This design comes from an exercise in tuning for small area, a short achievable clock period and few clock cycles per item on the open sky130 flow, not from production work. RTL that was checked went through simulation tests only; none was proved equivalent to the original. Power and IR drop assume default switching activity. The flow treats the clock pin as an ideal source, which a real chip does not have.

==> flow/design.v (excerpt) <==
module rle_plane_enc (
    input  wire       clk,
    input  wire       rst,
    input  wire       in_valid,
    output reg        in_ready,
    input  wire [7:0] in_data,
    input  wire       in_last,
    output reg        out_valid,
    input  wire       out_ready,
    output reg  [7:0] out_data,
    output reg        out_last
);
export LEC_CHECK = 0
export CAP_MARGIN = 20
export CORE_MARGIN = 2
export CORE_UTILIZATION = 70
export SLEW_MARGIN = 20
create_clock -name core_clock -period 10.0 [get_ports {clk}]
standard.sh (not shown) runs the stock make flow with config.mk's settings and CLKGATE_MAP_FILE= SYNTH_SCRIPT=/design/flow/synth_recipe.tcl, a recipe that flattens the netlist after the stock synthesis.
==> flow/flow/run.sh <==
#!/bin/bash
# Standard ORFS layout (the standard.sh, standard synthesis unchanged),
# with timing repair aiming for 7 ns of setup slack at the 10 ns clock and
# clock tree synthesis with larger sink clusters and no dummy loads.
set -euo pipefail
bash standard.sh SETUP_SLACK_MARGIN=7 \
  "CTS_ARGS=-sink_clustering_enable -repair_clock_nets -dont_use_dummy_load -sink_clustering_size 30 -sink_clustering_max_diameter 120 -buf_list sky130_fd_sc_hd__clkbuf_16" \
  finish > flow.log 2>&1
Testbench counts at the start, summed over its fixed seeds: cycles 56,544, bytes 55,362.
Rerun with:
Settings changed: CORE_UTILIZATION 70 to 60.
Result: The new run finished clean. Final area goes up slightly. Via count goes down slightly. Power goes down slightly. Final cell count goes up by a few percent.

========
== run 1 ==
rle_plane_enc, a different RTL version from the one above (not shown whole).
For scale: ~2,300 cells after synthesis, ~1,500 flip-flops, about 24 I/O pins, roughly 0.037 mm2 of cells after synthesis.
Settings: LEC_CHECK=0, CAP_MARGIN=20, CORE_MARGIN=2, CORE_UTILIZATION=40, SLEW_MARGIN=20; clock period 10.0 ns.
==> flow/flow/run.sh <==
#!/bin/bash
# Standard ORFS layout (the standard.sh, standard synthesis unchanged),
# with timing repair aiming for 7 ns of setup slack at the 10 ns clock.
set -euo pipefail
bash standard.sh SETUP_SLACK_MARGIN=7 finish > flow.log 2>&1
Testbench counts of run 1, summed over its fixed seeds: cycles 56,567, bytes 55,362.
Changes in run 2 relative to run 1:
==> flow/run.sh (new file) <==
#!/bin/bash
# synth_recipe.tcl (not shown) runs the flow's synth.tcl, then flattens the netlist and writes it again
# the make line also repeats each setting of config.mk as NAME=value (left out here)
make -C /OpenROAD-flow-scripts/flow DESIGN_CONFIG=/design/flow/config.mk WORK_HOME=/design/flow/orfs CLKGATE_MAP_FILE= SYNTH_SCRIPT=/design/flow/synth_recipe.tcl finish
removed: flow/flow/run.sh
removed: flow/standard.sh
[summary]
- Run 2 closes out successfully: all stages finished, all timing, DRC and antenna checks passed.
- The total number of vias in run 2 sits 592 below the value recorded for run 1.
- Changes observed in run 2 relative to run 1: final period utilization went up; total design power shows no meaningful change; share of total power in combinational logic went down 0.6 points.
- Comparing run 1 and run 2, relative contribution of the clock network to total power is lower on run 1.
> inputs changed (run 2 -> run 3)
# run 2
export LEC_CHECK = 0
export CAP_MARGIN = 20
export CORE_MARGIN = 2
export CORE_UTILIZATION = 40
export SLEW_MARGIN = 20
create_clock -name core_clock -period 10.0 [get_ports {clk}]
# run 3
export LEC_CHECK = 0
export CAP_MARGIN = 20
export CORE_MARGIN = 2
export CORE_UTILIZATION = 40
export SETUP_SLACK_MARGIN = 5
export SLEW_MARGIN = 20
create_clock -name core_clock -period 10.0 [get_ports {clk}]
[summary]
The flow did not stop early for run 3: all stages ran, and the layout cleared the timing, design-rule and antenna checks.
Run 2 -> run 3: cell total after placement delta 0, exact match
Compared with run 2, run 3 shows reg2reg setup slack higher by 350 ps.
For via count, run 2 and run 3 come out practically identical.
Run 3 and run 2 ended up with nearly the same area added between synthesis and finish.
Routed length per placed instance: run 2 vs run 3, no meaningful difference
Critical path data arrival time: higher on run 2
Timing-limited maximum frequency, run 3 and run 2: smaller value in run 2
Compare run 3 and run 2 | transition at the pin with the smallest max-transition slack lower: run 2
Looking at run 3 and run 2, the worst clock skew is a wash.
Between run 2 and run 3, the number of distinct library cell variants in the gate-level netlist after synthesis does not differ in any meaningful way.
Non-clock buffer count, run 3 and run 2: higher on run 3
## Diff of input files: run 4 against run 3
# run 3
export LEC_CHECK = 0
export CAP_MARGIN = 20
export CORE_MARGIN = 2
export CORE_UTILIZATION = 40
export SETUP_SLACK_MARGIN = 5
export SLEW_MARGIN = 20
create_clock -name core_clock -period 10.0 [get_ports {clk}]
# run 4
export LEC_CHECK = 0
export ABC_CLOCK_PERIOD_IN_PS = 2500
export CAP_MARGIN = 20
export CORE_MARGIN = 2
export CORE_UTILIZATION = 40
export SLEW_MARGIN = 20
create_clock -name core_clock -period 10.0 [get_ports {clk}]
## What came out
Run 4 -> run 3: global-route usage flat. Data arrival time of the worst path, run 4 and run 3: lower on run 3. Per the comparison of run 4 with run 3, total non-filler cell area in the finished layout flat; worst path buffer plus inverter count down 2. | via count | run 4 vs run 3 | ≈ equal |. Summary of the comparison: worst setup slack is lower in run 4, relative to run 3. Compared run 3 against run 4; cell count within noise.

========
== the reference run ==
rle_plane_enc, a different RTL version from the one above (not shown whole).
For scale: about 2300 cells after synthesis, ~1500 flip-flops, ~24 I/O pins, about 38000 µm² of cells after synthesis.
==> flow/design.v (excerpt) <==
module rle_plane_enc (
    input  wire       clk,
    input  wire       rst,
    input  wire       in_valid,
    output reg        in_ready,
    input  wire [7:0] in_data,
    input  wire       in_last,
    output reg        out_valid,
    input  wire       out_ready,
    output reg  [7:0] out_data,
    output reg        out_last
);
    localparam integer N  = 128;    
    localparam integer PW = 7;      
    localparam integer M  = 8;      
    localparam [1:0] T_DEAD = 2'd0, T_LIT = 2'd1, T_RUN = 2'd2, T_RUNL = 2'd3;
    localparam [1:0] K_RUN = 2'd0, K_SOS = 2'd1, K_NEXT = 2'd2;
    reg [7:0] wd0, wd1, wd2, wd3, wd4;
    reg       wl0, wl1, wl2, wl3, wl4;
    reg       we0, we1, we2, we3, we4;
    reg [4:0] wv;                
    reg [7:0] lastb;             
    wire acc = in_valid && in_ready;
    wire in_eq = (in_data == lastb);
    reg [6:0] scnt;       
    reg       sc0, sc124, sc125, sc126, sc127;    
    reg       srun;       
    reg [6:0] lcnt;       
    reg       lc0, lc127, lge2;                   
    reg       lone;       
    reg       cont;       
    localparam integer FD = 4;
    reg [8:0] hq [0:FD-1];
    reg [1:0] hq_wp, hq_rp;
    reg [2:0] hq_n;
    reg       hq_full;
    wire hq_empty = (hq_n == 3'd0);
    reg [11:0] rq0, rq1;         
    reg [1:0]  rq_n;
    reg        rq_room;
    reg [10*N-1:0] ring;
    reg [PW-1:0]   ptr;         
    reg [PW-1:0]   dy;          
    reg [M-1:0]    dyo;         
    reg            pey;         
    reg            fa;          
    reg            clr;         
    wire [1:0] tap_tag = ring[10*N-1 -: 2];
    wire [7:0] tap_dat = ring[10*N-3 -: 8];
    wire [1:0] n2_tag  = ring[10*(N-1)-1 -: 2];
    reg [7:0] lrem;       
    reg       lz, l1;     
    reg       shortf;     
    reg       vdone;      
    reg       eopc;       
    localparam integer OQ = 3;
    reg [8:0] oq [0:OQ-1];
    reg [1:0] oq_wp, oq_rp;
    reg [1:0] oq_n;
    reg       can_out;    
    wire la_ok = wv[3] || (wv[0] && wl0) || (wv[1] && wl1) || (wv[2] && wl2);
    wire e_ok  = wv[0] && la_ok;
  ...
export LEC_CHECK = 0
export CAP_MARGIN = 20
export CORE_MARGIN = 2
export CORE_UTILIZATION = 40
export SLEW_MARGIN = 20
create_clock -name core_clock -period 10.0 [get_ports {clk}]
==> flow/flow/run.sh <==
#!/bin/bash
# Standard ORFS layout (the standard.sh, standard synthesis unchanged),
# with timing repair aiming for 7 ns of setup slack at the 10 ns clock and
# clock tree synthesis without dummy loads.
set -euo pipefail
bash standard.sh SETUP_SLACK_MARGIN=7 \
  "CTS_ARGS=-sink_clustering_enable -repair_clock_nets -dont_use_dummy_load" \
  finish > flow.log 2>&1
Setup changes, the reference run to the trial run
--- a/flow/flow/run.sh
+++ b/flow/flow/run.sh
@@ -4 +4 @@
-# clock tree synthesis without dummy loads.
+# clock tree synthesis with larger sink clusters and no dummy loads.
@@ -7 +7 @@
-  "CTS_ARGS=-sink_clustering_enable -repair_clock_nets -dont_use_dummy_load" \
+  "CTS_ARGS=-sink_clustering_enable -repair_clock_nets -dont_use_dummy_load -sink_clustering_size 30 -sink_clustering_max_diameter 120 -buf_list sky130_fd_sc_hd__clkbuf_16" \
### Flow results
Re critical path depth: no difference whatsoever between the trial run and the reference run. The trial run and the reference run ended up with roughly the same area used by sequential logic in the layout. Diff the reference run -> the trial run | share of final layout cell area taken by non-clock buffers | increase of 0.26 points.
No run of this note included a check of the RTL's function; only the layout flow was run.

========
== north ==
Another version of the RTL of rle_plane_enc (not shown whole).
Size in the first run: about 1400 flip-flops, roughly 0.035 sq mm of cells after synthesis.
## rle_plane_enc
module rle_plane_enc (
    input  wire       clk,
    input  wire       rst,
    input  wire       in_valid,
    output reg        in_ready,
    input  wire [7:0] in_data,
    input  wire       in_last,
    output reg        out_valid,
    input  wire       out_ready,
    output reg  [7:0] out_data,
    output reg        out_last
);
export LEC_CHECK = 0
export CAP_MARGIN = 20
export CORE_MARGIN = 2
export CORE_UTILIZATION = 40
export SLEW_MARGIN = 20
create_clock -name core_clock -period 10.0 [get_ports {clk}]
==> flow/flow/run.sh <==
#!/bin/bash
# Standard ORFS layout (the standard.sh, standard synthesis unchanged),
# with timing repair aiming for 7 ns of setup slack at the 10 ns clock and
# clock tree synthesis with larger sink clusters and no dummy loads.
set -euo pipefail
bash standard.sh SETUP_SLACK_MARGIN=7 \
  "CTS_ARGS=-sink_clustering_enable -repair_clock_nets -dont_use_dummy_load -sink_clustering_size 30 -sink_clustering_max_diameter 120 -buf_list sky130_fd_sc_hd__clkbuf_16" \
  finish > flow.log 2>&1
Testbench counts of north, summed over its fixed seeds: cycles 56,544, bytes 55,362.
For south, these inputs were changed with respect to north:
--- a/flow/config.mk
+++ b/flow/config.mk
@@ -10 +10 @@
-export CORE_UTILIZATION = 40
+export CORE_UTILIZATION = 60
==> run summary <==
As of south, final total power had fallen slightly compared to north.
NOTE: non-clock buffer count in south exceeds that of north
Changes observed in south relative to north: area of the multi-input gates went down, cell area moved down, total routing usage reported by global routing rose by 5.1 points, via count down 1.1%.
Inputs modified between south and east:
--- a/flow/config.mk
+++ b/flow/config.mk
@@ -10 +10 @@
-export CORE_UTILIZATION = 60
+export CORE_UTILIZATION = 70
==> comparison <==
- Tightest slew margin relative to the limit on east is ahead of south.
- east vs south — non-clock buffer total of the final layout dropped by a few percent
- south has higher post-place instance area than east.
- Compared with south, east shows power density of the placed cells higher by 1.6%.
- Setup slack in east is smaller than in south.
- Compared with south, east shows critical path depth higher by 11.

========
rle_plane_enc, a different RTL version from the one above (not shown whole).
Size: roughly 1,400 flip-flops, ~24 I/O pins.
clock: 10.0 ns
lec_check: 0
cap_margin: 20
core_margin: 2
core_utilization: 60
slew_margin: 20
==> flow/flow/run.sh <==
#!/bin/bash
# Standard ORFS layout (the standard.sh, standard synthesis unchanged),
# with timing repair aiming for 6.9 ns of setup slack at the 10 ns clock and
# clock tree synthesis with larger sink clusters and no dummy loads.
set -euo pipefail
bash standard.sh SETUP_SLACK_MARGIN=6.9 \
  "CTS_ARGS=-sink_clustering_enable -repair_clock_nets -dont_use_dummy_load -sink_clustering_size 35 -sink_clustering_max_diameter 80 -buf_list sky130_fd_sc_hd__clkbuf_16" \
  finish > flow.log 2>&1
The baseline completed without violations.
Testbench counts at the start, summed over its fixed seeds: cycles 56,669, bytes 55,362.
Then changed:
--- a/flow/flow/run.sh
+++ b/flow/flow/run.sh
@@ -7 +7 @@
-  "CTS_ARGS=-sink_clustering_enable -repair_clock_nets -dont_use_dummy_load -sink_clustering_size 35 -sink_clustering_max_diameter 80 -buf_list sky130_fd_sc_hd__clkbuf_16" \
+  "CTS_ARGS=-sink_clustering_enable -repair_clock_nets -dont_use_dummy_load -sink_clustering_size 30 -sink_clustering_max_diameter 120 -sink_clustering_levels 1 -buf_list sky130_fd_sc_hd__clkbuf_16" \
Result:
- wire length is about the same
- die area does not change
- non-clock buffer count rose by 6
- core utilization rose by 0.16 points

========
## lane 1
The RTL this note starts from:
==> flow/design.v <==
module rle_plane_enc (
    input  wire       clk,
    input  wire       rst,
    input  wire       in_valid,
    output reg        in_ready,
    input  wire [7:0] in_data,
    input  wire       in_last,
    output reg        out_valid,
    input  wire       out_ready,
    output reg  [7:0] out_data,
    output reg        out_last
);
    localparam integer N  = 132;    
    localparam integer PW = 8;      
    localparam integer M  = 8;      
    localparam [1:0] T_DEAD = 2'd0, T_LIT = 2'd1, T_RUN = 2'd2, T_RUNL = 2'd3;
    reg [7:0] wd0, wd1, wd2, wd3, wd4;
    reg       wl0, wl1, wl2, wl3, wl4;
    reg [2:0] wc;
    wire acc = in_valid && in_ready;
    reg [7:0] sval;       
    reg [6:0] scnt;       
    reg       srun;       
    reg [6:0] lcnt;       
    reg       lone;       
    reg       cont;       
    localparam integer FD = 4;
    reg [8:0] hq [0:FD-1];
    reg [1:0] hq_wp, hq_rp;
    reg [2:0] hq_n;
    wire hq_full  = (hq_n == FD);
    wire hq_empty = (hq_n == 0);
    reg [10*N-1:0] ring;
    reg [PW-1:0]   ptr;         
    reg [PW-1:0]   dy;          
    reg            fa;          
    reg            clr;         
    wire [1:0] tap_tag = ring[10*N-1 -: 2];
    wire [7:0] tap_dat = ring[10*N-3 -: 8];
    wire [1:0] n2_tag  = ring[10*(N-1)-1 -: 2];
    wire       pey     = (dy == N-1);           
    reg [7:0] lrem;       
    reg       shortf;     
    reg       vdone;      
    reg       eopc;       
    localparam integer OQ = 3;
    reg [8:0] oq [0:OQ-1];
    reg [1:0] oq_wp, oq_rp;
    reg [1:0] oq_n;
    reg       can_out;    
    wire la_ok = (wc >= 3'd4) || (wc >= 3'd1 && wl0) || (wc >= 3'd2 && wl1) ||
                 (wc >= 3'd3 && wl2);
    wire e_ok  = (wc != 3'd0) && la_ok;
    wire eq01 = (wd1 == wd0);
    wire eq02 = (wd2 == wd0);
    wire eq03 = (wd3 == wd0);
    wire new_str = (scnt == 7'd0) || (wd0 != sval) || (scnt == 7'd127);
    wire run_start = new_str && !wl0 && !wl1 && !wl2 && eq01 && eq02 && eq03;
    wire is_run = new_str ? run_start : srun;
    wire is_lit = !is_run;
    wire [6:0] c1 = scnt + 7'd1;                  
    wire b1 = !wl0 && eq01 && (c1 != 7'd127);     
    wire b2 = b1 && !wl1 && eq02 && (c1 != 7'd126);
    wire end1 = b1 && (wl1 || c1 == 7'd126 || !eq02);
    wire end2 = b2 && (wl2 || c1 == 7'd125 || !eq03);
    wire run_cont = !new_str && srun;
    wire rq_val = run_cont && end1;
    wire rq_hdr = run_cont && end2;
    wire rq_lit = is_lit;
    wire rq_any = rq_lit || rq_val || rq_hdr;
    wire [7:0] lcnt1 = {1'b0, lcnt} + 8'd1;
    wire lone1  = (lcnt == 7'd0) ? !cont : (lone && !new_str);
    wire lclose = rq_lit && (wl0 || lcnt1 == 8'd128);
    wire rclose = run_start && (lcnt != 7'd0);
    wire push   = lclose || rclose;
    wire [7:0] hdr_l = (lone1 && lcnt1 >= 8'd2) ? (8'd128 + lcnt1) : lcnt1;
    wire [7:0] hdr_r = (lone && lcnt >= 7'd2) ? (8'd128 + {1'b0, lcnt}) : {1'b0, lcnt};
    wire [8:0] push_ent = rclose ? {hdr_r, 1'b0} : {hdr_l, wl0};
    wire sos = (lcnt == 7'd0);
    wire [7:0] w_dat = rq_hdr ? (8'd128 + {1'b0, c1} + 8'd2) : wd0;
    wire [1:0] w_tag = rq_lit ? T_LIT : (rq_val && wl1) ? T_RUNL : T_RUN;
    wire tap_live = (tap_tag != T_DEAD) && !clr;
    wire is_head  = tap_live && fa;
    wire head_lit = (tap_tag == T_LIT);
    wire lit_ok   = (lrem != 8'd0);
    wire take_drop = is_head && head_lit && lit_ok && vdone;
    wire take_out  = is_head && can_out && (head_lit ? (lit_ok && !vdone) : 1'b1);
    wire consume   = take_drop || take_out;
    wire skip      = is_head && !consume;
    wire fa_next = fa ? (skip ? pey : 1'b1) : pey;
    wire slot0_free = fa && (!tap_live || consume);
    reg  near_free;                  
    integer j;
    always @(*) begin
        near_free = 1'b0;
        for (j = 1; j < M; j = j + 1)
            if (dy == j && ring[10*(j-1)+9 -: 2] == T_DEAD && !clr)
                near_free = 1'b1;
    end
    wire lit_next = rq_lit && !sos;
    wire wr_ok = lit_next ? ((dy == 0) ? slot0_free : near_free)
                          : (slot0_free && (!rq_lit || dy != 0));
    wire adv   = e_ok && (!rq_any || wr_ok) && (!push || !hq_full);
    wire write = adv && rq_any;
    wire [PW-1:0] wslot = lit_next ? dy : {PW{1'b0}};
    wire [8:0] hq_head = hq[hq_rp];
    wire hdr_go = !clr && (lrem == 8'd0) && !consume && can_out && !hq_empty &&
                  (n2_tag == T_LIT) && fa_next;
    wire [7:0] hh = hq_head[8:1];
    wire h_short = hh[7] && (hh[6:0] != 7'd0);
    wire       opush = take_out || hdr_go;
    wire [7:0] odat  = hdr_go ? hh : tap_dat;
    wire       olast = hdr_go ? 1'b0 :
                       head_lit ? (eopc && (shortf || lrem == 8'd1)) :
                       (tap_tag == T_RUNL);
    reg [10*N-1:0] ring_n;
    integer i;
    always @(*) begin
        ring_n = {ring[10*(N-1)-1:0],
                  {((clr || consume) ? T_DEAD : tap_tag), tap_dat}};
        for (i = 0; i < M; i = i + 1)
            if (write && wslot == i)
                ring_n[10*i+9 -: 10] = {w_tag, w_dat};
    end
    wire [2:0] wc_a = wc - {2'b0, adv};      
    wire [2:0] wc_n = wc_a + {2'b0, acc};
    wire out_pop  = out_valid && out_ready;
    wire out_room = !out_valid || out_ready;      
    wire oq_empty = (oq_n == 2'd0);
    wire o_load_q = out_room && !oq_empty;
    wire o_load_d = out_room && oq_empty && opush;
    wire oq_push  = opush && !o_load_d;
    wire [1:0] oq_n_n = oq_n + {1'b0, oq_push} - {1'b0, o_load_q};
    always @(posedge clk) begin
        if (adv) begin
            wd0 <= wd1; wl0 <= wl1;
            wd1 <= wd2; wl1 <= wl2;
            wd2 <= wd3; wl2 <= wl3;
            wd3 <= wd4; wl3 <= wl4;
        end
        if (acc) begin
            case (wc_a)
                3'd0: begin wd0 <= in_data; wl0 <= in_last; end
                3'd1: begin wd1 <= in_data; wl1 <= in_last; end
                3'd2: begin wd2 <= in_data; wl2 <= in_last; end
                3'd3: begin wd3 <= in_data; wl3 <= in_last; end
                default: begin wd4 <= in_data; wl4 <= in_last; end
            endcase
        end
        ring <= ring_n;
        if (adv && push) hq[hq_wp] <= push_ent;
        if (oq_push) oq[oq_wp] <= {olast, odat};
        if (o_load_q) begin
            out_data <= oq[oq_rp][7:0];
            out_last <= oq[oq_rp][8];
        end else if (o_load_d) begin
            out_data <= odat;
            out_last <= olast;
        end
        if (rst) begin
            wc       <= 3'd0;
            in_ready <= 1'b0;
            scnt     <= 7'd0;
            srun     <= 1'b0;
            lcnt     <= 7'd0;
            lone     <= 1'b0;
            cont     <= 1'b0;
            hq_wp    <= 2'd0;
            hq_rp    <= 2'd0;
            hq_n     <= 3'd0;
            ptr      <= {PW{1'b0}};
            dy       <= {PW{1'b0}};
            fa       <= 1'b1;
            clr      <= 1'b1;
            lrem     <= 8'd0;
            shortf   <= 1'b0;
            vdone    <= 1'b0;
            eopc     <= 1'b0;
            out_valid <= 1'b0;
            oq_wp    <= 2'd0;
            oq_rp    <= 2'd0;
            oq_n     <= 2'd0;
            can_out  <= 1'b0;
        end else begin
            wc       <= wc_n;
            in_ready <= (wc_n != 3'd5);
            if (adv) begin
                sval <= wd0;
                scnt <= wl0 ? 7'd0 : (new_str ? 7'd1 : c1);
                srun <= is_run;
                if (rq_lit) begin
                    if (lclose) begin
                        lcnt <= 7'd0;
                        cont <= !wl0;
                    end else begin
                        lcnt <= lcnt1[6:0];
                        lone <= lone1;
                    end
                end else if (run_start) begin
                    lcnt <= 7'd0;
                    cont <= 1'b0;
                end else if (wl0) begin
                    cont <= 1'b0;
                end
            end
            if (adv && push) hq_wp <= hq_wp + 2'd1;
            if (hdr_go) hq_rp <= hq_rp + 2'd1;
            hq_n <= hq_n + {2'b0, adv && push} - {2'b0, hdr_go};
            ptr <= (ptr == N-1) ? {PW{1'b0}} : ptr + 1'b1;
            if (ptr == N-1) clr <= 1'b0;
            if (write && wslot == 0)
                dy <= {PW{1'b0}};
            else if (!write)
                dy <= (dy == N-1) ? {PW{1'b0}} : dy + 1'b1;
            fa  <= fa_next;
            if (hdr_go) begin
                lrem   <= h_short ? {6'd0, hh[1:0]} : hh;
                shortf <= h_short;
                vdone  <= 1'b0;
                eopc   <= hq_head[0];
            end else if (consume && head_lit) begin
                lrem  <= lrem - 8'd1;
                vdone <= shortf && (lrem != 8'd1);
            end
            if (out_room) out_valid <= o_load_q || o_load_d;
            if (oq_push) oq_wp <= (oq_wp == OQ-1) ? 2'd0 : oq_wp + 2'd1;
            if (o_load_q) oq_rp <= (oq_rp == OQ-1) ? 2'd0 : oq_rp + 2'd1;
            oq_n    <= oq_n_n;
            can_out <= (oq_n_n != OQ);
        end
    end
endmodule
Settings: LEC_CHECK=0, CAP_MARGIN=20, CORE_MARGIN=2, CORE_UTILIZATION=40, SLEW_MARGIN=20; clock period 10.0 ns.
run.sh (not shown) runs the stock make flow with config.mk's settings and CLKGATE_MAP_FILE= SYNTH_SCRIPT=/design/flow/synth_recipe.tcl, a recipe that flattens the netlist after the stock synthesis.
Stock flow here: none of the scripts above is used.
Inputs modified between lane 1 and lane 2:
- an added CTS_CLUSTER_SIZE of 40
- an added ABC_CLOCK_PERIOD_IN_PS of 3000
- an added CTS_BUF_LIST of sky130_fd_sc_hd__clkbuf_2 sky130_fd_sc_hd__clkbuf_4
==> run summary <==
Lane 2 reached the final stage; the timing, design-rule and antenna checks on its layout passed. Lane 1 | stages: all done | timing, DRC, antenna: all pass. Any difference in utilization after layout between lane 1 and lane 2 is small enough to ignore. | detailed-routing wirelength on met1 | higher: lane 2 |. In lane 2, the clock skew came out 0.086 ns above the value in lane 1. Re setup slack after placement: no difference whatsoever between lane 2 and lane 1. Fraction of area in non-clock buffers essentially unchanged between lane 1 and lane 2. Est. power | lane 2 vs lane 1 | lane 2 lower. Of lane 2 and lane 1, it is lane 2 that has the higher detailed-routed wire length on met3. Top fanout value on the critical path: lane 2 vs lane 1, no meaningful difference. Cmp lane 2 vs lane 1: internal power of the cells lower in lane 2.
No functional check of the RTL was part of any run of this note.

what the ideal ports hide:
The flow's constraints put no driver on any port. The routed layouts listed below were extracted and timed again, unchanged, in two steps.
Step 1 sets driving cells, clkbuf_16 on the clock port and buf_2 on the other inputs (assumed; they add their load-dependent delay and slew).
Step 2 also shifts input and output timing later by t, the mid clock arrival at the registers, as if the neighbouring blocks saw the same clock.
a / b / c = ideal ports / drivers / drivers and shift; a / b = the first two.
run | t, ns | setup WS [ns] | cell pins on the clock port's net
the first run of note 1 | 0.661 | 6.831 / 6.774 / 6.330 | 1
the second run of note 1 | 0.659 | 6.879 / 6.822 / 6.346 | 1
run 1 | 0.780 | 6.687 / 6.621 / 6.117 | 1
run 2 | 0.772 | 4.957 / 4.957 / 4.957 | 1
run 3 | 0.772 | 5.307 / 5.307 / 5.307 | 1
run 4 | 0.772 | 4.957 / 4.957 / 4.957 | 1
the reference run | 0.735 | 6.785 / 6.726 / 6.360 | 1
the trial run | 0.676 | 6.799 / 6.740 / 6.403 | 1
north | 0.670 | 6.852 / 6.796 / 6.400 | 1
south | 0.658 | 6.879 / 6.820 / 6.345 | 1
east | 0.671 | 6.764 / 6.764 / 6.329 | 1
the first run of note 5 | 0.649 | 6.931 / 6.873 / 6.332 | 1
the second run of note 5 | 0.647 | 6.889 / 6.830 / 6.417 | 1
lane 1 | 0.780 | 4.150 / 4.150 / 4.150 | 1
lane 2 | 1.133 | 4.231 / 4.231 / 4.231 | 1
After both steps setup and hold are still met in every run listed. The setup slack of the first run of note 5, which loses most, moves by -0.058 ns with the drivers and by -0.599 ns with both steps.
